What follows belongs to an exercise in optimizing a design on an open flow for small area; a production flow would make more cautious choices. The RTL was checked by simulation tests, not by an equivalence proof against the original design. Power figures rest on the tool's default switching activity, not on a simulated workload.

==> try-indigo: inputs <==
// qls_mfilt
module qls_mfilt (
    input  wire               clk,
    input  wire               rst,         
    input  wire               coef_we,
    input  wire [4:0]         coef_addr,
    input  wire signed [11:0] coef_data,
    input  wire               start,
    input  wire               in_valid,
    input  wire signed [11:0] in_re,
    input  wire signed [11:0] in_im,
    output reg                sym_valid,
    output wire signed [27:0] sym_re,
    output wire signed [27:0] sym_im,
    output wire               bit_re,
    output wire               bit_im
);
    reg [11:0] coef [0:16];
    always @(posedge clk) begin
        if (coef_we && coef_addr < 5'd17)
            coef[coef_addr] <= coef_data;
    end
    reg [4:0] idx;
    wire [1:0] s = idx[1:0];
    always @(posedge clk) begin
        if (rst || start) begin
            idx       <= 5'd0;
            sym_valid <= 1'b0;
        end else begin
            sym_valid <= in_valid && (idx == 5'd16);
            if (in_valid)
                idx <= (idx == 5'd16) ? 5'd13 : idx + 5'd1;
        end
    end
    wire sh = in_valid && (s == 2'd0);
    reg [11:0] c0, c1, c2, c3;
    always @(*) begin
        c0 = 12'd0; c1 = 12'd0; c2 = 12'd0; c3 = 12'd0;
        if (in_valid) begin
            case (s)
                2'd0: begin c0 = coef[0]; c1 = coef[4]; c2 = coef[8];  c3 = coef[12]; end
                2'd1: begin c0 = coef[3]; c1 = coef[7]; c2 = coef[11]; c3 = coef[15]; end
                2'd2: begin c0 = coef[2]; c1 = coef[6]; c2 = coef[10]; c3 = coef[14]; end
                default: begin c0 = coef[1]; c1 = coef[5]; c2 = coef[9]; c3 = coef[13]; end
            endcase
  ...
Settings: LEC_CHECK=0, CAP_MARGIN=20, CELL_PAD_IN_SITES_DETAIL_PLACEMENT=1, CORE_MARGIN=2, CORE_UTILIZATION=40, CTS_CLUSTER_DIAMETER=70, CTS_CLUSTER_SIZE=60, PLACE_DENSITY=0.45, SLEW_MARGIN=20, SYNTH_HIERARCHICAL=1, SYNTH_MINIMUM_KEEP_SIZE=0; clock period 14.0 ns.
run.sh (not shown) runs the stock make flow with config.mk's settings and CLKGATE_MAP_FILE= SYNTH_SCRIPT=/design/flow/synth_recipe.tcl, a recipe that flattens the netlist after the stock synthesis.
==> try-juniper: changes against try-indigo <==
==> flow/config.mk (replaced) <==
export PLATFORM = sky130hd
export DESIGN_NAME = qls_mfilt
export DESIGN_NICKNAME = qls_mfilt
export VERILOG_FILES = /design/flow/design.v
export SDC_FILE = /design/flow/constraint.sdc
export NUM_CORES = 4
export LEC_CHECK = 0
export CAP_MARGIN = 20
export CORE_MARGIN = 2
export CORE_UTILIZATION = 40
export CTS_CLUSTER_DIAMETER = 75
export CTS_CLUSTER_SIZE = 50
export SLEW_MARGIN = 20
export SYNTH_HIERARCHICAL = 1
export SYNTH_MINIMUM_KEEP_SIZE = 0
==> try-quartz: changes against try-indigo <==
--- a/flow/config.mk
+++ b/flow/config.mk
@@ -9,8 +9,6 @@
 export CELL_PAD_IN_SITES_DETAIL_PLACEMENT = 1
 export CORE_MARGIN = 2
 export CORE_UTILIZATION = 40
-export CTS_CLUSTER_DIAMETER = 70
-export CTS_CLUSTER_SIZE = 60
 export PLACE_DENSITY = 0.45
 export SLEW_MARGIN = 20
 export SYNTH_HIERARCHICAL = 1
==> qor summary <==
| item | try-quartz | try-indigo | try-juniper |
|---|---|---|---|
| Outcome | timing/DRC/antenna clean | timing/DRC/antenna clean | timing/DRC/antenna clean |
| Part of the power in the clock network | 0.122 | 0.117 | 0.096 |
| Clock latency on the worst-skew pair | 0.70 ns | 0.73 ns | 0.68 ns |
| Worst vdd rail ir drop | 166 uV | 169 uV | 230 uV |
| Power attributed to combinational cells | 11.4 mW | 11.4 mW | 11.3 mW |
| P_leak | 18.3 nW | 18.3 nW | 17.9 nW |
| HPWL reported at the end of detailed placement | 136 mm | 136 mm | 112 mm |
| Power density over the cells | 302 mW/mm^2 | 301 mW/mm^2 | 296 mW/mm^2 |
| Placer Congestion | 0.916 | 0.916 | 0.946 |
| Slew at the pin closest to its max-slew limit | 1.26 ns | 1.26 ns | 1.24 ns |
| Internal power component | 8.10 mW | 7.91 mW | 7.59 mW |
| Worst Path Required | 14.58 ns | 14.62 ns | 14.55 ns |
| Clock-pin slew on the worst setup and hold paths | 0.06 ns | 0.08 ns | 0.10 ns |
| Total global-route track usage | 0.331 | 0.329 | 0.278 |
| Register-to-register setup slack | 1.88 ns | 1.85 ns | 1.88 ns |
| Power after layout | 15.8 mW | 15.7 mW | 15.2 mW |
| Startpoint of the most critical hold path | ai0[0] | ar0[0] | ar0[0] |
| Tightest hold margin | 0.483 ns | 0.483 ns | 0.478 ns |
| Final instance area | 0.0521 sq mm | 0.0520 sq mm | 0.0512 sq mm |

==> separate check: timing with driven ports <==
No port has a modelled driver above. Below, the same layouts with a new extraction and two added sets of constraints. Step 1, drivers: a clkbuf_16 drives clk and a buf_2 each remaining input, both assumed. Step 2 also shifts input and output timing later by t, the mid clock arrival at the registers, as if the neighbouring blocks saw the same clock. Three values: no drivers, after step 1, after step 2; two values: the first two.
| run | t (ns) | setup slack, ns | latest minus earliest clock arrival (ns) |
|---|---|---|---|
| try-indigo | 0.777 | 0.505 / 0.564 / -0.214 | 0.073 / 0.073 |
| try-juniper | 0.720 | 0.600 / 0.624 / -0.096 | 0.059 / 0.059 |
| try-quartz | 0.761 | 0.493 / 0.555 / -0.206 | 0.043 / 0.044 |
With both steps, setup timing fails in every run listed, where it was met with ideal ports. The setup slack of try-indigo, which loses most, moves by +0.059 ns with the drivers and by -0.719 ns with both steps.
